This design comes from an exercise in tuning for a short achievable clock period and few clock cycles on the open sky130 flow, not from production work.
RTL that was checked went through simulation tests only; none was proved equivalent to the original.
Only the layout flow was run in runs 2 and 3; the RTL was not checked for function there.
No activity file was given, so power comes from the tool's default toggle rates.

==> flow/design.v, too long to show whole: its modules and the start of the top module <==
// module intc_timer: 993 lines
module intc_timer (
    input  wire        clk,
    input  wire        rst,
    input  wire        cmd_valid,
    output reg         cmd_ready,
    input  wire [2:0]  cmd_op,
    input  wire [23:0] cmd_arg,
    input  wire [7:0]  cmd_data,
    output reg         rsp_valid,
    output reg  [7:0]  rsp_data,
    output wire [2:0]  pend,
    output reg  [1:0]  irq_line,
    output reg  [15:0] irq_vector
);
  // ...
==> flow/run.sh <==
#!/bin/bash
# synth_recipe.tcl (not shown) runs the flow's synth.tcl, then flattens the netlist and writes it again
# the make line also repeats each setting of config.mk as NAME=value (left out here)
make -C /OpenROAD-flow-scripts/flow DESIGN_CONFIG=/design/flow/config.mk WORK_HOME=/design/flow/orfs CLKGATE_MAP_FILE= SYNTH_SCRIPT=/design/flow/synth_recipe.tcl finish
==> flow/config.mk <==
export PLATFORM = sky130hd
export DESIGN_NAME = intc_timer
export DESIGN_NICKNAME = intc_timer
export VERILOG_FILES = /design/flow/design.v
export SDC_FILE = /design/flow/constraint.sdc
export NUM_CORES = 4
export LEC_CHECK = 0
export ABC_CLOCK_PERIOD_IN_PS = 1000
export CAP_MARGIN = 20
export CORE_MARGIN = 2
export CORE_UTILIZATION = 40
export SETUP_SLACK_MARGIN = 4.0
export SLEW_MARGIN = 20
export TNS_END_PERCENT = 100
==> flow/constraint.sdc <==
create_clock -name core_clock -period 6.0 [get_ports {clk}]
set_input_delay 1.2000 -clock core_clock [delete_from_list [all_inputs] [get_ports {clk}]]
set_output_delay 1.2000 -clock core_clock [all_outputs]
set_load 0.01 [all_outputs]
==> impl_metrics.yaml, run 1 <==
run_status:
  status: "timing/DRC/antenna clean"
global_routing:
  grt_first_pass_wirelength_um: 120000
  grt-ovfl-total: 0
  grt_use_met3_pct: 2.47
hold_path:
  hold_end: "p3_pkt[8]"
layout:
  layout-drive-gt1-share_pct: 32.6
  area_growth_syn_to_layout_pct: 34.8
  nNonClkBuffers: 338
  inv_count: 273
  final_common_cell: "dfxtp_1"
  n_antenna_cell: 0
  seq_cell_count: 671
  postLayoutCellArea_um2: 40000
  final_cells: 4293
  buf_share_pct: 7.89
synth:
  synth_top_area_share_pct: 39.3
  synthMuxAreaShare_pct: 3.46
  synth.most_common_cell: "dfxtp_1"
  syn-instance-count: 2912
  synth-simple-area-share_pct: 11.6
  synth-compound-area-share_pct: 13.8
  ys_types: 82
clocking:
  cts_root_buffer: "clkbuf_16"
  h-tree-depth: 3
  clkSlewWorstSetupHoldPaths_ns: 0.06
critical_path:
  startpoint_type: "register"
  critPathLaunch: "sl_v[0]"
  r2r_cells: 10
  timing.rr.start: "sl_v[0]"
  crit_slowest_cell: "or4_1"
  critPathCaptureType: "register"
  crit_family: "compound AO/OA/AOI/OAI gates"
placement:
  dp.cells: 3877
  gp_congestion: 0.874
pwr:
  powerComb_mw: 8.01
sta:
  fin_crit_sh_pct: 46.2
  finalHoldViolCount: 0
die:
  fp-row-count: 99
  nWellTaps: 959
drt:
  dr_wl_met2_um: 38200
Testbench counts, summed over its fixed seeds: cycles 5,042.
==> run 2, diff against run 1 <==
--- a/flow/design.v
+++ b/flow/design.v
@@ -16,31 +16,33 @@
     localparam [2:0] OP_STEP     = 3'd1;
     localparam [2:0] OP_READ     = 3'd2;
     localparam [2:0] OP_WRITE    = 3'd3;
     localparam [2:0] OP_LINE     = 3'd4;
     localparam [2:0] OP_BOUNDARY = 3'd5;
     localparam [15:0] VEC_TIQ  = 16'hFFFA;
     localparam [15:0] VEC_IRQ1 = 16'hFFF8;
     localparam [15:0] VEC_IRQ2 = 16'hFFF6;
-    localparam [2:0] HOLD = 3'd5;      
+    localparam [2:0] HOLD = 3'd6;      
     function nvc;
         input [2:0]  op;
         input [2:0]  sel;
         input        d0;
         begin
             nvc = op == OP_STEP || op == OP_POWER ||
                   (op == OP_WRITE && sel == 3'd3 && d0) ||
                   (op == OP_READ && sel == 3'd4);
         end
     endfunction
     reg        s0_v;
     reg [2:0]  s0_op;
     reg [23:0] s0_arg;
     reg [7:0]  s0_data;
+    reg [8:0]  s0_m1;       
+    reg [9:0]  s0_m3;       
     reg [2:0]  bc;          
     wire s0_nv;                        
     wire s0_flag;                      
     wire s0_adv = s0_v && (bc == 3'd0 || !s0_nv);     
     wire s0_acc = cmd_valid && cmd_ready;
     wire s0_v_n = s0_acc || (s0_v && !s0_adv);
     wire s0_nv_n = s0_acc ? nvc(cmd_op, cmd_arg[2:0], cmd_data[0]) :
                             nvc(s0_op, s0_arg[2:0], s0_data[0]);
@@ -55,16 +57,18 @@
             s0_v      <= s0_v_n;
             bc        <= bc_n;
             cmd_ready <= !s0_v_n || bc_n == 3'd0 || !s0_nv_n;
         end
         if (s0_acc) begin
             s0_op   <= cmd_op;
             s0_arg  <= cmd_arg;
             s0_data <= cmd_data;
+            s0_m1   <= {1'b0, cmd_data} + 9'd1;
+            s0_m3   <= {1'b0, cmd_data, 1'b0} + {2'b0, cmd_data} + 10'd3;
         end
     end
     reg  [2:0] f_dis;
     reg  [2:1] f_irq;
     reg        f_ten;
     reg  [7:0] f_rel;
     reg  [8:0] f_m;         
     reg  [9:0] f_m3;        
@@ -85,17 +89,16 @@
             3'd0:    s0_rdf = {5'b0, f_dis};
             3'd1:    s0_rdf = {5'b0, f_irq[2], f_irq[1], 1'b0};
             3'd2:    s0_rdf = f_rel;
             3'd3:    s0_rdf = {7'b0, f_ten};
             3'd4:    s0_rdf = 8'h00;
             default: s0_rdf = 8'hFF;
         endcase
     end
-    wire [8:0] s0_m1 = {1'b0, s0_data} + 9'd1;
     always @(posedge clk) begin
         if (rst) begin
             f_dis <= 3'b0;
             f_irq <= 2'b0;
             f_ten <= 1'b0;
             f_rel <= 8'b0;
             f_m   <= 9'd1;
             f_m3  <= 10'd3;
@@ -109,17 +112,17 @@
                 f_m3  <= 10'd3;
             end
             if (s0_write) begin
                 case (s0_sel)
                     3'd0: f_dis <= s0_data[2:0];
                     3'd2: begin
                         f_rel <= s0_data;
                         f_m   <= s0_m1;
-                        f_m3  <= {s0_m1, 1'b0} + {1'b0, s0_m1};
+                        f_m3  <= s0_m3;
                     end
                     3'd3: f_ten <= s0_data[0];
                     default: ;
                 endcase
             end
             if (s0_line) begin
                 if (s0_data[1:0] == 2'd1) f_irq[1] <= s0_arg[0];
                 if (s0_data[1:0] == 2'd2) f_irq[2] <= s0_arg[0];
@@ -725,68 +728,67 @@
     wire [9:0] tsub_pp3 = tsub_pp2 & {tsub_pp2[5:0], {4{1'b1}}};
     wire [9:0] tsub_gg4 = tsub_gg3 | (tsub_pp3 & {tsub_gg3[1:0], 8'b0});
     wire [9:0] tsub_pp4 = tsub_pp3 & {tsub_pp3[1:0], {8{1'b1}}};
     wire [9:0] tsub_s0 = tsub_p ^ {tsub_gg4[8:0], 1'b0};
     wire [9:0] tsub_s1 = tsub_p ^ {tsub_gg4[8:0] | tsub_pp4[8:0], 1'b1};
     wire tsub_c0 = tsub_gg4[9];
     wire tsub_c1 = tsub_gg4[9] | tsub_pp4[9];
     wire        bw = !tsub_c1;
-    wire [10:0] cz_p = tv11 ^ ~({3'b0, p7_a});
-    wire [10:0] cz_gg0 = tv11 & ~({3'b0, p7_a});
-    wire [10:0] cz_pp0 = cz_p;
-    wire [10:0] cz_gg1 = cz_gg0 | (cz_pp0 & {cz_gg0[9:0], 1'b0});
-    wire [10:0] cz_pp1 = cz_pp0 & {cz_pp0[9:0], {1{1'b1}}};
-    wire [10:0] cz_gg2 = cz_gg1 | (cz_pp1 & {cz_gg1[8:0], 2'b0});
-    wire [10:0] cz_pp2 = cz_pp1 & {cz_pp1[8:0], {2{1'b1}}};
-    wire [10:0] cz_gg3 = cz_gg2 | (cz_pp2 & {cz_gg2[6:0], 4'b0});
-    wire [10:0] cz_pp3 = cz_pp2 & {cz_pp2[6:0], {4{1'b1}}};
-    wire [10:0] cz_gg4 = cz_gg3 | (cz_pp3 & {cz_gg3[2:0], 8'b0});
-    wire [10:0] cz_pp4 = cz_pp3 & {cz_pp3[2:0], {8{1'b1}}};
-    wire [10:0] cz_s0 = cz_p ^ {cz_gg4[9:0], 1'b0};
-    wire [10:0] cz_s1 = cz_p ^ {cz_gg4[9:0] | cz_pp4[9:0], 1'b1};
-    wire cz_c0 = cz_gg4[10];
-    wire cz_c1 = cz_gg4[10] | cz_pp4[10];
-    wire [10:0] cz_b0 = cz_s1;
-    wire [10:0] cz_b1 = cz_s0;
-    wire [10:0] czm_p = tv11 ^ ~(p7_am);
-    wire [10:0] czm_gg0 = tv11 & ~(p7_am);
-    wire [10:0] czm_pp0 = czm_p;
-    wire [10:0] czm_gg1 = czm_gg0 | (czm_pp0 & {czm_gg0[9:0], 1'b0});
-    wire [10:0] czm_pp1 = czm_pp0 & {czm_pp0[9:0], {1{1'b1}}};
-    wire [10:0] czm_gg2 = czm_gg1 | (czm_pp1 & {czm_gg1[8:0], 2'b0});
-    wire [10:0] czm_pp2 = czm_pp1 & {czm_pp1[8:0], {2{1'b1}}};
-    wire [10:0] czm_gg3 = czm_gg2 | (czm_pp2 & {czm_gg2[6:0], 4'b0});
-    wire [10:0] czm_pp3 = czm_pp2 & {czm_pp2[6:0], {4{1'b1}}};
-    wire [10:0] czm_gg4 = czm_gg3 | (czm_pp3 & {czm_gg3[2:0], 8'b0});
-    wire [10:0] czm_pp4 = czm_pp3 & {czm_pp3[2:0], {8{1'b1}}};
-    wire [10:0] czm_s0 = czm_p ^ {czm_gg4[9:0], 1'b0};
-    wire [10:0] czm_s1 = czm_p ^ {czm_gg4[9:0] | czm_pp4[9:0], 1'b1};
-    wire czm_c0 = czm_gg4[10];
-    wire czm_c1 = czm_gg4[10] | czm_pp4[10];
-    wire [10:0] czm_b0 = czm_s1;
-    wire [10:0] czm_b1 = czm_s0;
+    wire [7:0] cz_p = tvalue ^ ~p7_a;
+    wire [7:0] cz_gg0 = tvalue & ~p7_a;
+    wire [7:0] cz_pp0 = cz_p;
+    wire [7:0] cz_gg1 = cz_gg0 | (cz_pp0 & {cz_gg0[6:0], 1'b0});
+    wire [7:0] cz_pp1 = cz_pp0 & {cz_pp0[6:0], {1{1'b1}}};
+    wire [7:0] cz_gg2 = cz_gg1 | (cz_pp1 & {cz_gg1[5:0], 2'b0});
+    wire [7:0] cz_pp2 = cz_pp1 & {cz_pp1[5:0], {2{1'b1}}};
+    wire [7:0] cz_gg3 = cz_gg2 | (cz_pp2 & {cz_gg2[3:0], 4'b0});
+    wire [7:0] cz_pp3 = cz_pp2 & {cz_pp2[3:0], {4{1'b1}}};
+    wire [7:0] cz_s0 = cz_p ^ {cz_gg3[6:0], 1'b0};
+    wire [7:0] cz_s1 = cz_p ^ {cz_gg3[6:0] | cz_pp3[6:0], 1'b1};
+    wire cz_c0 = cz_gg3[7];
+    wire cz_c1 = cz_gg3[7] | cz_pp3[7];
+    wire [7:0] cz_b0 = cz_s1;
+    wire [7:0] cz_b1 = cz_s0;
+    wire       czn_b0 = !cz_c1;    
+    wire       czn_b1 = !cz_c0;
+    wire [7:0] czm_p = tvalue ^ ~p7_am[7:0];
+    wire [7:0] czm_gg0 = tvalue & ~p7_am[7:0];
+    wire [7:0] czm_pp0 = czm_p;
+    wire [7:0] czm_gg1 = czm_gg0 | (czm_pp0 & {czm_gg0[6:0], 1'b0});
+    wire [7:0] czm_pp1 = czm_pp0 & {czm_pp0[6:0], {1{1'b1}}};
+    wire [7:0] czm_gg2 = czm_gg1 | (czm_pp1 & {czm_gg1[5:0], 2'b0});
+    wire [7:0] czm_pp2 = czm_pp1 & {czm_pp1[5:0], {2{1'b1}}};
+    wire [7:0] czm_gg3 = czm_gg2 | (czm_pp2 & {czm_gg2[3:0], 4'b0});
+    wire [7:0] czm_pp3 = czm_pp2 & {czm_pp2[3:0], {4{1'b1}}};
+    wire [7:0] czm_s0 = czm_p ^ {czm_gg3[6:0], 1'b0};
+    wire [7:0] czm_s1 = czm_p ^ {czm_gg3[6:0] | czm_pp3[6:0], 1'b1};
+    wire czm_c0 = czm_gg3[7];
+    wire czm_c1 = czm_gg3[7] | czm_pp3[7];
+    wire [7:0] czm_b0 = czm_s1;
+    wire [7:0] czm_b1 = czm_s0;
     wire [7:0] cd_p = tvalue ^ ~x_b;
     wire [7:0] cd_gg0 = tvalue & ~x_b;
     wire [7:0] cd_pp0 = cd_p;
     wire [7:0] cd_gg1 = cd_gg0 | (cd_pp0 & {cd_gg0[6:0], 1'b0});
     wire [7:0] cd_pp1 = cd_pp0 & {cd_pp0[6:0], {1{1'b1}}};
     wire [7:0] cd_gg2 = cd_gg1 | (cd_pp1 & {cd_gg1[5:0], 2'b0});
     wire [7:0] cd_pp2 = cd_pp1 & {cd_pp1[5:0], {2{1'b1}}};
     wire [7:0] cd_gg3 = cd_gg2 | (cd_pp2 & {cd_gg2[3:0], 4'b0});
     wire [7:0] cd_pp3 = cd_pp2 & {cd_pp2[3:0], {4{1'b1}}};
     wire [7:0] cd_s0 = cd_p ^ {cd_gg3[6:0], 1'b0};
     wire [7:0] cd_s1 = cd_p ^ {cd_gg3[6:0] | cd_pp3[6:0], 1'b1};
     wire cd_c0 = cd_gg3[7];
     wire cd_c1 = cd_gg3[7] | cd_pp3[7];
     wire expire = x_hinz || (bw ? !cd_c0 : !cd_c1);
-    wire [7:0] fv_b0 = cz_b0[10] ? czm_b0[7:0] : cz_b0[7:0];
-    wire [7:0] fv_b1 = cz_b1[10] ? czm_b1[7:0] : cz_b1[7:0];
+    wire [7:0] fv_b0 = czn_b0 ? czm_b0 : cz_b0;
+    wire [7:0] fv_b1 = czn_b1 ? czm_b1 : cz_b1;
     wire [7:0] step_tv = bw ? fv_b1 : fv_b0;
-    reg         sl_go;
+    reg         sl_go, sl2_go, sl2_div;
+    reg  [7:0]  sl2_res;
     reg  [7:0]  sl_v, sl_nh8, sl_a;
     reg  [8:0]  sl_m;
     reg  [9:0]  sl_m3;
     reg  [10:0] sl_am;
     reg         sl_b, sl_hinz;
     wire [10:0] sv11 = {3'b0, sl_v};
     wire [10:0] sd_p = sv11 ^ ~({3'b0, sl_nh8});
     wire [10:0] sd_gg0 = sv11 & ~({3'b0, sl_nh8});
@@ -832,87 +834,84 @@
     wire [10:0] szm_gg4 = szm_gg3 | (szm_pp3 & {szm_gg3[2:0], 8'b0});
     wire [10:0] szm_pp4 = szm_pp3 & {szm_pp3[2:0], {8{1'b1}}};
     wire [10:0] szm_s0 = szm_p ^ {szm_gg4[9:0], 1'b0};
     wire [10:0] szm_s1 = szm_p ^ {szm_gg4[9:0] | szm_pp4[9:0], 1'b1};
     wire szm_c0 = szm_gg4[10];
     wire szm_c1 = szm_gg4[10] | szm_pp4[10];
     wire [10:0] szm_v = sl_b ? szm_s0 : szm_s1;
     wire        sl_exp = sl_hinz || sd_v[10];
-    wire [8:0] dvs1_p = {1'b0, dv_r} ^ ~({1'b0, dv_s1[7:0]});
-    wire [8:0] dvs1_gg0 = {1'b0, dv_r} & ~({1'b0, dv_s1[7:0]});
-    wire [8:0] dvs1_pp0 = dvs1_p;
-    wire [8:0] dvs1_gg1 = dvs1_gg0 | (dvs1_pp0 & {dvs1_gg0[7:0], 1'b0});
-    wire [8:0] dvs1_pp1 = dvs1_pp0 & {dvs1_pp0[7:0], {1{1'b1}}};
-    wire [8:0] dvs1_gg2 = dvs1_gg1 | (dvs1_pp1 & {dvs1_gg1[6:0], 2'b0});
-    wire [8:0] dvs1_pp2 = dvs1_pp1 & {dvs1_pp1[6:0], {2{1'b1}}};
-    wire [8:0] dvs1_gg3 = dvs1_gg2 | (dvs1_pp2 & {dvs1_gg2[4:0], 4'b0});
-    wire [8:0] dvs1_pp3 = dvs1_pp2 & {dvs1_pp2[4:0], {4{1'b1}}};
-    wire [8:0] dvs1_gg4 = dvs1_gg3 | (dvs1_pp3 & {dvs1_gg3[0:0], 8'b0});
-    wire [8:0] dvs1_pp4 = dvs1_pp3 & {dvs1_pp3[0:0], {8{1'b1}}};
-    wire [8:0] dvs1_s0 = dvs1_p ^ {dvs1_gg4[7:0], 1'b0};
-    wire [8:0] dvs1_s1 = dvs1_p ^ {dvs1_gg4[7:0] | dvs1_pp4[7:0], 1'b1};
-    wire dvs1_c0 = dvs1_gg4[8];
-    wire dvs1_c1 = dvs1_gg4[8] | dvs1_pp4[8];
+    wire [7:0]  sl_res = !sl_exp ? sd_v[7:0] : sz_v[10] ? szm_v[7:0] : sz_v[7:0];
+    wire [7:0] dvs1_p = dv_r ^ ~(dv_s1[7:0]);
+    wire [7:0] dvs1_gg0 = dv_r & ~(dv_s1[7:0]);
+    wire [7:0] dvs1_pp0 = dvs1_p;
+    wire [7:0] dvs1_gg1 = dvs1_gg0 | (dvs1_pp0 & {dvs1_gg0[6:0], 1'b0});
+    wire [7:0] dvs1_pp1 = dvs1_pp0 & {dvs1_pp0[6:0], {1{1'b1}}};
+    wire [7:0] dvs1_gg2 = dvs1_gg1 | (dvs1_pp1 & {dvs1_gg1[5:0], 2'b0});
+    wire [7:0] dvs1_pp2 = dvs1_pp1 & {dvs1_pp1[5:0], {2{1'b1}}};
+    wire [7:0] dvs1_gg3 = dvs1_gg2 | (dvs1_pp2 & {dvs1_gg2[3:0], 4'b0});
+    wire [7:0] dvs1_pp3 = dvs1_pp2 & {dvs1_pp2[3:0], {4{1'b1}}};
+    wire [7:0] dvs1_s0 = dvs1_p ^ {dvs1_gg3[6:0], 1'b0};
+    wire [7:0] dvs1_s1 = dvs1_p ^ {dvs1_gg3[6:0] | dvs1_pp3[6:0], 1'b1};
+    wire dvs1_c0 = dvs1_gg3[7];
+    wire dvs1_c1 = dvs1_gg3[7] | dvs1_pp3[7];
     wire dv_ge1 = dv_s1[15:8] == 8'd0 && dvs1_c1;
     wire [7:0] dv_d1 = dvs1_s1[7:0];
-    wire [8:0] dvs2_p = {1'b0, dv_r} ^ ~({1'b0, dv_s2[7:0]});
-    wire [8:0] dvs2_gg0 = {1'b0, dv_r} & ~({1'b0, dv_s2[7:0]});
-    wire [8:0] dvs2_pp0 = dvs2_p;
-    wire [8:0] dvs2_gg1 = dvs2_gg0 | (dvs2_pp0 & {dvs2_gg0[7:0], 1'b0});
-    wire [8:0] dvs2_pp1 = dvs2_pp0 & {dvs2_pp0[7:0], {1{1'b1}}};
-    wire [8:0] dvs2_gg2 = dvs2_gg1 | (dvs2_pp1 & {dvs2_gg1[6:0], 2'b0});
-    wire [8:0] dvs2_pp2 = dvs2_pp1 & {dvs2_pp1[6:0], {2{1'b1}}};
-    wire [8:0] dvs2_gg3 = dvs2_gg2 | (dvs2_pp2 & {dvs2_gg2[4:0], 4'b0});
-    wire [8:0] dvs2_pp3 = dvs2_pp2 & {dvs2_pp2[4:0], {4{1'b1}}};
-    wire [8:0] dvs2_gg4 = dvs2_gg3 | (dvs2_pp3 & {dvs2_gg3[0:0], 8'b0});
-    wire [8:0] dvs2_pp4 = dvs2_pp3 & {dvs2_pp3[0:0], {8{1'b1}}};
-    wire [8:0] dvs2_s0 = dvs2_p ^ {dvs2_gg4[7:0], 1'b0};
-    wire [8:0] dvs2_s1 = dvs2_p ^ {dvs2_gg4[7:0] | dvs2_pp4[7:0], 1'b1};
-    wire dvs2_c0 = dvs2_gg4[8];
-    wire dvs2_c1 = dvs2_gg4[8] | dvs2_pp4[8];
+    wire [7:0] dvs2_p = dv_r ^ ~(dv_s2[7:0]);
+    wire [7:0] dvs2_gg0 = dv_r & ~(dv_s2[7:0]);
+    wire [7:0] dvs2_pp0 = dvs2_p;
+    wire [7:0] dvs2_gg1 = dvs2_gg0 | (dvs2_pp0 & {dvs2_gg0[6:0], 1'b0});
+    wire [7:0] dvs2_pp1 = dvs2_pp0 & {dvs2_pp0[6:0], {1{1'b1}}};
+    wire [7:0] dvs2_gg2 = dvs2_gg1 | (dvs2_pp1 & {dvs2_gg1[5:0], 2'b0});
+    wire [7:0] dvs2_pp2 = dvs2_pp1 & {dvs2_pp1[5:0], {2{1'b1}}};
+    wire [7:0] dvs2_gg3 = dvs2_gg2 | (dvs2_pp2 & {dvs2_gg2[3:0], 4'b0});
+    wire [7:0] dvs2_pp3 = dvs2_pp2 & {dvs2_pp2[3:0], {4{1'b1}}};
+    wire [7:0] dvs2_s0 = dvs2_p ^ {dvs2_gg3[6:0], 1'b0};
+    wire [7:0] dvs2_s1 = dvs2_p ^ {dvs2_gg3[6:0] | dvs2_pp3[6:0], 1'b1};
+    wire dvs2_c0 = dvs2_gg3[7];
+    wire dvs2_c1 = dvs2_gg3[7] | dvs2_pp3[7];
     wire dv_ge2 = dv_s2[15:8] == 8'd0 && dvs2_c1;
     wire [7:0] dv_d2 = dvs2_s1[7:0];
-    wire [8:0] dvs3_p = {1'b0, dv_r} ^ ~({1'b0, dv_s3[7:0]});
-    wire [8:0] dvs3_gg0 = {1'b0, dv_r} & ~({1'b0, dv_s3[7:0]});
-    wire [8:0] dvs3_pp0 = dvs3_p;
-    wire [8:0] dvs3_gg1 = dvs3_gg0 | (dvs3_pp0 & {dvs3_gg0[7:0], 1'b0});
-    wire [8:0] dvs3_pp1 = dvs3_pp0 & {dvs3_pp0[7:0], {1{1'b1}}};
-    wire [8:0] dvs3_gg2 = dvs3_gg1 | (dvs3_pp1 & {dvs3_gg1[6:0], 2'b0});
-    wire [8:0] dvs3_pp2 = dvs3_pp1 & {dvs3_pp1[6:0], {2{1'b1}}};
-    wire [8:0] dvs3_gg3 = dvs3_gg2 | (dvs3_pp2 & {dvs3_gg2[4:0], 4'b0});
-    wire [8:0] dvs3_pp3 = dvs3_pp2 & {dvs3_pp2[4:0], {4{1'b1}}};
-    wire [8:0] dvs3_gg4 = dvs3_gg3 | (dvs3_pp3 & {dvs3_gg3[0:0], 8'b0});
-    wire [8:0] dvs3_pp4 = dvs3_pp3 & {dvs3_pp3[0:0], {8{1'b1}}};
-    wire [8:0] dvs3_s0 = dvs3_p ^ {dvs3_gg4[7:0], 1'b0};
-    wire [8:0] dvs3_s1 = dvs3_p ^ {dvs3_gg4[7:0] | dvs3_pp4[7:0], 1'b1};
-    wire dvs3_c0 = dvs3_gg4[8];
-    wire dvs3_c1 = dvs3_gg4[8] | dvs3_pp4[8];
+    wire [7:0] dvs3_p = dv_r ^ ~(dv_s3[7:0]);
+    wire [7:0] dvs3_gg0 = dv_r & ~(dv_s3[7:0]);
+    wire [7:0] dvs3_pp0 = dvs3_p;
+    wire [7:0] dvs3_gg1 = dvs3_gg0 | (dvs3_pp0 & {dvs3_gg0[6:0], 1'b0});
+    wire [7:0] dvs3_pp1 = dvs3_pp0 & {dvs3_pp0[6:0], {1{1'b1}}};
+    wire [7:0] dvs3_gg2 = dvs3_gg1 | (dvs3_pp1 & {dvs3_gg1[5:0], 2'b0});
+    wire [7:0] dvs3_pp2 = dvs3_pp1 & {dvs3_pp1[5:0], {2{1'b1}}};
+    wire [7:0] dvs3_gg3 = dvs3_gg2 | (dvs3_pp2 & {dvs3_gg2[3:0], 4'b0});
+    wire [7:0] dvs3_pp3 = dvs3_pp2 & {dvs3_pp2[3:0], {4{1'b1}}};
+    wire [7:0] dvs3_s0 = dvs3_p ^ {dvs3_gg3[6:0], 1'b0};
+    wire [7:0] dvs3_s1 = dvs3_p ^ {dvs3_gg3[6:0] | dvs3_pp3[6:0], 1'b1};
+    wire dvs3_c0 = dvs3_gg3[7];
+    wire dvs3_c1 = dvs3_gg3[7] | dvs3_pp3[7];
     wire dv_ge3 = dv_s3[15:8] == 8'd0 && dvs3_c1;
     wire [7:0] dv_d3 = dvs3_s1[7:0];
     wire [7:0] dv_n = dv_ge3 ? dv_d3 : dv_ge2 ? dv_d2 : dv_ge1 ? dv_d1 : dv_r;
-    wire trans = sl_go || dv_busy || tvalue > r_rel || (p1_v && p1_pkt[F_LOW]) || (p2_v && p2_pkt[F_LOW]) || (p3_v && p3_pkt[F_LOW]) || (p4_v && p4_pkt[F_LOW]) || (p5_v && p5_pkt[F_LOW]) || (p6_v && p6_pkt[F_LOW]) || (p7_v && p7_pkt[F_LOW]);
+    wire trans = sl_go || sl2_go || dv_busy || tvalue > r_rel || (p1_v && p1_pkt[F_LOW]) || (p2_v && p2_pkt[F_LOW]) || (p3_v && p3_pkt[F_LOW]) || (p4_v && p4_pkt[F_LOW]) || (p5_v && p5_pkt[F_LOW]) || (p6_v && p6_pkt[F_LOW]) || (p7_v && p7_pkt[F_LOW]);
     assign s0_flag = s0_step && f_ten && s0_nhi >= {5'b0, f_m} && trans;
     wire x_flag = p7_pkt[F_FLAG];
     wire [2:0] pend_n = !go ? pend_r :
                         x_power ? 3'b0 :
                         x_bound ? {x_pm[2:1], x_pm[0] & tline} : pend_r;
     always @(posedge clk) begin
-        if (!sl_go) begin
+        sl2_res <= sl_res;
+        sl2_div <= sl_exp && !sz_v[10];
+        if (!sl_go && !sl2_go) begin
             sl_v    <= tvalue;
             sl_nh8  <= x_b;
             sl_a    <= p7_a;
             sl_am   <= p7_am;
             sl_m    <= x_m;
             sl_m3   <= x_m3;
             sl_b    <= bw;
             sl_hinz <= x_hinz;
         end
         if (!dv_busy) begin
-            dv_r  <= sz_v[7:0];
+            dv_r  <= sl2_res;
             dv_s1 <= {1'b0, sl_m, 6'b0};
             dv_s2 <= {sl_m, 7'b0};
             dv_s3 <= {sl_m3, 6'b0};
         end else begin
             dv_r  <= dv_n;
             dv_s1 <= dv_s1 >> 2;
             dv_s2 <= dv_s2 >> 2;
             dv_s3 <= dv_s3 >> 2;
@@ -921,28 +920,28 @@
     always @(posedge clk) begin
         if (rst) begin
             tcount    <= 10'd0;
             tvalue    <= 8'd0;
             tline     <= 1'b0;
             pend_r    <= 3'b0;
             r_rel     <= 8'd0;
             sl_go     <= 1'b0;
+            sl2_go    <= 1'b0;
             dv_busy   <= 1'b0;
             dv_cnt    <= 2'd0;
             rsp_valid <= 1'b0;
         end else begin
             rsp_valid <= go;
             pend_r    <= pend_n;
             sl_go     <= go && x_step && x_flag;
-            if (sl_go) begin
-                if (!sl_exp)
-                    tvalue <= sd_v[7:0];
-                else if (sz_v[10])
-                    tvalue <= szm_v[7:0];
+            sl2_go    <= sl_go;
+            if (sl2_go) begin
+                if (!sl2_div)
+                    tvalue <= sl2_res;
                 else begin
                     dv_busy <= 1'b1;
                     dv_cnt  <= 2'd0;
                 end
             end
             if (dv_busy) begin
                 dv_cnt <= dv_cnt + 2'd1;
                 if (dv_cnt == 2'd3) begin
==> flow/config.mk (replaced) <==
export PLATFORM = sky130hd
export DESIGN_NAME = intc_timer
export DESIGN_NICKNAME = intc_timer
export VERILOG_FILES = /design/flow/design.v
export SDC_FILE = /design/flow/constraint.sdc
export NUM_CORES = 4
export LEC_CHECK = 0
export ABC_CLOCK_PERIOD_IN_PS = 2200
export CAP_MARGIN = 20
export CORE_MARGIN = 2
export CORE_UTILIZATION = 40
export SETUP_SLACK_MARGIN = 3.6
export SLEW_MARGIN = 20
export TNS_END_PERCENT = 100
==> run 2 against run 1 <==
Still clean on timing, DRC and antenna. Sequential power grew 5.4%. Clock power barely moved. Sequential share of layout area up 2.5 points. Core utilization down 2.8 points. Cell area decreased by 1.7%. First-iteration DRC count is 3.5% lower. Register-to-register slack improved by 0.12 ns. Area after synthesis rose by 3.1%. Combinational power shrank 9.7%. Critical path type unchanged.
==> impl_metrics.yaml, run 2 <==
synth:
  ys_ff_latch: 699
  yosys-top-cells-count: "dfxtp_1 (593), ha_1 (324), inv_1 (277)"
  ys_warn_count: 1
  synth-edff-count: 106
  avgSynthCellArea_um2: 10.2
  synth_ff_type: "dfxtp_1"
  synth_top_area_share_pct: 38.8
  syn-instance-count: 2999
  yosysTopAreaCell: "dfxtp_1"
  synth.most_common_cell: "dfxtp_1"
  synthesis.area_um2: 30600
  ys_types: 90
  yosys-top-cells-area: "dfxtp_1 (39%), ha_1 (13%), edfxtp_1 (10%), inv_1 (3.4%), nor2_1 (3.0%)"
  synthArstFlopShare_pct: 0
  yosysSeqAreaShare_pct: 49.1
layout:
  n_antenna_cell: 0
  final_nets: 3671
  final_cell_mix: "dfxtp_1 (508), ha_1 (251), inv_1 (247)"
  final_cells: 4342
  final_common_cell: "dfxtp_1"
  layout-drive-gt1-share_pct: 25.8
  n_fill_cell: 6645
  area_growth_syn_to_layout_pct: 28.4
drt:
  vias_per_cell: 5.04
  drtPass1Iterations: 5
  routedWlPerCell_um: 16.2
  drt_iter0_drc: 1227
  routed_wl_um: 70300
  routed-via-count: 21900
  route.antenna.remaining_nets: 0
  drc: 0
pwr:
  switching_share_pct: 34.3
  peakVddDrop_mv: 0.236
  p_leak_nw: 16.1
  p_switching_mw: 6.03
  pwr-share-clk_pct: 26.5
  p_int_mw: 11.5
  p_comb_share_pct: 41.2
  power_density_nw_per_um2: 446
  pwr-share-seq_pct: 32.4
critical_path:
  cp.required_ns: 6.56
  startpoint_type: "register"
  reg2reg_slack_ns: 3.35
  critical_path_class: "reg2reg"
  timing.rr.start: "dv_r[0]"
  rr_endpoint: "dv_r[7]"
  r2r_cells: 10
  cp_max_fo: 4
  critPathCaptureType: "register"
  arrival_ns: 3.21
global_routing:
  grt_usage_pct: 17.3
  grt-ovfl-total: 0
  grt_first_pass_wirelength_um: 110000
  grt_pass1_vias: 21100
  grt_max_degree: 55
  antenna_found_initial: 0
die:
  die_area_um2: 78800
  initial_core_util_pct: 40.4
  fp-row-count: 101
  coreArea_um2: 75800
  die_x_um: 281
  ios: 69
  die_h_um: 281
clocking:
  clkSlewWorstSetupHoldPaths_ns: 0.06
  cts_root_buffer: "clkbuf_16"
  cts_hold_buf: 0
  clockBufferDepth: 3
  h-tree-depth: 3
  clock_latency_ns: 0.62
  clock-sinks: 699
  numCtsBuffers: 73
  cts_tree: "yes"
sta:
  rsz0062_at_grt: "yes"
  fmax_ghz: 0.377
  finClkSkew_ns: 0.0239
  min_period_ns: 2.65
  drv_slew: 0
  fin_crit_sh_pct: 44.2
  finalHoldViolCount: 0
  maxSlewHeadroom_pct: 42.4
  setup_viol: 0
  worstMarginPinSlew_ns: 0.864
  setup_tns_ns: 0
hold_path:
  hold_depth: 0
  hold_end: "p3_pkt[43]"
  min_from: "p2_pkt[43]"
  min_path_type: "reg2reg"
placement:
  gp_congestion: 0.870
  dp_hpwl_um: 48000
  dp.cells: 3981
  io_buffers: 67
run_status:
  status: "timing/DRC/antenna clean"
run:
  cap_violations: 0
[run 2: what timing repair did]
action                     CTS  global route
resized for setup          444           277
setup buffers              124            95
gates cloned                 5             5
pin swaps                  129           154
setup endpoints to repair  152           141
[run 2: cell type report]
type / instances / area [µm²] / share of cell area (%)
clock buffer: 97 / 2080 / 5.30
multi-input combinational: 1956 / 16600 / 42.2
timing repair buffer: 300 / 2680 / 6.81
sequential: 699 / 15200 / 38.7
clock inverter: 35 / 487 / 1.24
tap: 978 / 1220 / 3.11
inverter: 277 / 1070 / 2.72
[run 2: per-layer routing]
metal  up-vias  GRT usage (%)  wire length (µm)
met5         -              0                 0
met4         0           5.05              1960
met3       125           2.68              2450
met2       348           29.3             33500
met1     10300           22.7             32400
li1      11100              -                 -
[run 2: kinds of logic after synthesis]
logic type | synth area share (%)
compound gates | 13.8
xor+xnor | 4.46
fa+ha+maj | 13.4
buf+inv | 4.53
flops | 49.1
mux | 3.10
other cells | 0.0122
simple gates | 11.6
[run 2: power by group through the flow]
stage / clock network [mW] / registers, mW / logic, mW
after CTS: 4.78 / 5.64 / 6.14
after global routing: 4.98 / 5.73 / 7.91
after global placement: 0 / 5.72 / 5.03
after floorplan: 0 / 5.53 / 4.13
final: 4.65 / 5.69 / 7.23
after detailed placement: 0 / 5.72 / 5.07
[run 2: worst max path at each step]
stage	cells after the start	to	startpoint
after global placement	12	s0_m3[8]	cmd_data[0]
after floorplan	12	s0_m3[8]	cmd_data[0]
after detailed placement	12	s0_m3[8]	cmd_data[0]
after CTS	10	dv_r[7]	dv_r[0]
final	10	dv_r[7]	dv_r[0]
after global routing	10	dv_r[7]	dv_s2[2]
[run 2: metrics by stage]
| step | utilization, % | area (µm²) | hold WS, ns | total power [mW] | setup WS (ns) |
|---|---|---|---|---|---|
| 4_1_cts | 49.3 | 37400 | 0.308 | 16.6 | 3.34 |
| 3_3_place_gp | 43.0 | 32600 | 0.310 | 10.8 | 2.41 |
| 6_report | 51.9 | 39300 | 0.306 | 17.6 | 3.35 |
| 3_5_place_dp | 43.0 | 32600 | 0.312 | 10.8 | 2.40 |
| 2_1_floorplan | - | 31000 | 0.310 | 9.67 | 3.17 |
| 5_1_grt | 51.9 | 39300 | 0.308 | 18.6 | 3.21 |
[run 2: critical path: stages (launching register included)]
cell and delay, ns:
dfxtp_4 0.38, inv_4 0.05, ha_4 0.21, o211ai_1 0.28, a21oi_2 0.12, or3_4 0.42
a21oi_4 0.14, mux2_4 0.33, a2111oi_4 0.29, a211o_1 0.24, mux2_4 0.17
==> run 3, diff against run 2 <==
--- a/flow/config.mk
+++ b/flow/config.mk
@@ -6,5 +6,5 @@
 export NUM_CORES = 4
 export LEC_CHECK = 0
-export ABC_CLOCK_PERIOD_IN_PS = 2200
+export ABC_CLOCK_PERIOD_IN_PS = 3000
 export CAP_MARGIN = 20
 export CORE_MARGIN = 2
==> run 3 against run 2 <==
Critical endpoint unchanged. Largest power group unchanged. Area after synthesis is the same. Total power is the same. Combinational power is essentially flat. Register-to-register slack is essentially flat. Critical path depth is the same. Hold slack is the same. Routed wire length is the same.
==> impl_metrics.yaml, run 3 <==
run_status:
  status: "timing/DRC/antenna clean"
critical_path:
  cp.required_ns: 6.56
  timing.rr.start: "dv_r[0]"
  reg2reg_slack_ns: 3.35
  rr_endpoint: "dv_r[7]"
  crit_path_frequent_cell: "mux2_4"
  crit_family: "compound AO/OA/AOI/OAI gates"
  arrival_ns: 3.21
  critical_path_class: "reg2reg"
  crit_chain: "inv_4 > ha_4 > o211ai_1 > a21oi_2 > or3_4 > a21oi_4 > mux2_4 > a2111oi_4 > a211o_1 > mux2_4"
  r2r_cells: 10
  cp_max_fo: 4
  critPathCaptureType: "register"
  max_stage_delay_ns: 0.42
  crit_buf_inv: 1
  crit_slowest_cell: "or3_4"
  startpoint_type: "register"
pwr:
  peakVddDrop_mv: 0.236
  total_power_mw: 17.6
  p_leak_nw: 16.1
  power_density_nw_per_um2: 446
global_routing:
  grt-ovfl-total: 0
  grt_pass1_vias: 21100
  grt_first_pass_wirelength_um: 110000
  antenna_found_initial: 0
  grt_usage_pct: 17.3
  grt_max_degree: 55
placement:
  dp.cells: 3981
  dp_hpwl_um: 48000
  gp_congestion: 0.870
  place_area_um2: 32600
  pre_cts_ws_ns: 2.40
  io_buffers: 67
hold_path:
  hold_end: "p3_pkt[43]"
  min_path_type: "reg2reg"
  hold_depth: 0
  min_from: "p2_pkt[43]"
synth:
  synth_top_area_share_pct: 38.8
  ys_ff_latch: 699
  yosysSeqAreaShare_pct: 49.1
  ys_warn_count: 1
  yosys-top-cells-count: "dfxtp_1 (593), ha_1 (324), inv_1 (277)"
  synth-edff-count: 106
  yosysTopAreaCell: "dfxtp_1"
  synthesis.area_um2: 30600
  synth_ff_type: "dfxtp_1"
  synth.most_common_cell: "dfxtp_1"
  syn-instance-count: 2999
  synthArstFlopShare_pct: 0
  yosys-top-cells-area: "dfxtp_1 (39%), ha_1 (13%), edfxtp_1 (10%), inv_1 (3.4%), nor2_1 (3.0%)"
  ys_types: 90
  avgSynthCellArea_um2: 10.2
layout:
  layout-drive-gt1-share_pct: 25.8
  final_cells: 4342
  final_cell_mix: "dfxtp_1 (508), ha_1 (251), inv_1 (247)"
  final_nets: 3671
  fin_util_pct: 51.9
  area_growth_syn_to_layout_pct: 28.4
  n_antenna_cell: 0
  postLayoutCellArea_um2: 39300
  final_common_cell: "dfxtp_1"
sta:
  drv_slew: 0
  setup_viol: 0
  maxSlewHeadroom_pct: 42.4
  layout_setup_ws_ns: 3.35
  fin_crit_sh_pct: 44.2
  worstMarginPinSlew_ns: 0.864
  setup_tns_ns: 0
  finalHoldViolCount: 0
  fmax_ghz: 0.377
  rsz0062_at_grt: "yes"
  min_period_ns: 2.65
  finClkSkew_ns: 0.0239
  holdWs_ns: 0.306
die:
  ios: 69
  fp-row-count: 101
  coreArea_um2: 75800
  die_area_um2: 78800
  die_h_um: 281
  initial_core_util_pct: 40.4
  die_x_um: 281
drt:
  drc: 0
  routed-via-count: 21900
  wl_met1_um: 32400
  top_layer_used: "met4"
  vias_per_cell: 5.04
  drt_iter0_drc: 1227
  wl_met3_um: 2450
  routedWlPerCell_um: 16.2
  route.antenna.remaining_nets: 0
  routed_wl_um: 70300
  drtPass1Iterations: 5
  dr_wl_met2_um: 33500
clocking:
  clock-sinks: 699
  clkSlewWorstSetupHoldPaths_ns: 0.06
  cts_root_buffer: "clkbuf_16"
  h-tree-depth: 3
  cts_tree: "yes"
  clockBufferDepth: 3
  clock_latency_ns: 0.62
  numCtsBuffers: 73
run:
  cap_violations: 0
[run 3: cell counts after synthesis]
Identical to the previous run, type by type.
[run 3: power by group]
part           total (mW)  switching, mW  leakage [nW]  internal [mW]
clock                4.65           1.92          1.24           2.72
sequential           5.69          0.443          6.00           5.24
combinational        7.23           3.66          8.87           3.56
total                17.6           6.03          16.1           11.5
[run 3: metal layers]
layer | GRT usage, % | vias up
met4 | 5.05 | 0
met1 | 22.7 | 10300
met5 | 0 | -
li1 | - | 11100
met2 | 29.3 | 348
met3 | 2.68 | 125
[run 3: cells by family after synthesis]
logic type | Yosys count | synth area share [%]
other cells | 1 | 0.0122
flops | 699 | 49.1
xor+xnor | 156 | 4.46
fa+ha+maj | 326 | 13.4
mux | 91 | 3.10
compound gates | 629 | 13.8
buf+inv | 355 | 4.53
simple gates | 742 | 11.6
[run 3: worst max path at each step]
stage | cells past startpoint | to | startpoint | slack [ns]
floorplan | 12 | s0_m3[8] | cmd_data[0] | 3.17
global placement | 12 | s0_m3[8] | cmd_data[0] | 2.41
detailed placement | 12 | s0_m3[8] | cmd_data[0] | 2.40
CTS | 10 | dv_r[7] | dv_r[0] | 3.34
global route | 10 | dv_r[7] | dv_s2[2] | 3.21
finish | 10 | dv_r[7] | dv_r[0] | 3.35
[run 3: final cells by class]
cell class / count / area [µm²]
fill: 6645 / 36500
sequential: 699 / 15200
timing repair buffer: 300 / 2680
tap: 978 / 1220
clock inverter: 35 / 487
clock buffer: 97 / 2080
multi-input combinational: 1956 / 16600
inverter: 277 / 1070
[run 3: what timing repair did]
action	4_1_cts	5_1_grt
hold buffers	0	0
gates resized for setup	444	277
buffers inserted	124	95
gates cloned	5	5
pin swaps	129	154
setup endpoints to repair	152	141

## what the ideal ports hide
The flow's constraints put no driver on any port. The routed layouts listed below were extracted and timed again, unchanged, in two steps.
Step 1 assumes that a clkbuf_16 drives the clock port and a buf_2 every other input.
Step 2 times the ports against the registers' clock, not the clock port: input delays grow and output delays shrink by t, the midpoint of the rising clock arrivals with the driver on.
Slacks: ideal ports / drivers / drivers and shift; pairs: ideal ports / drivers.
run | t (ns) | setup slack, ns | worst register clock-pin slew, ns
run 1 | 0.677 | 3.231 / 3.231 / 3.039 | 0.07 / 0.07
run 2 | 0.679 | 3.347 / 3.347 / 3.006 | 0.07 / 0.07
run 3 | 0.679 | 3.347 / 3.347 / 3.006 | 0.07 / 0.07
After both steps every run listed still meets setup and hold.
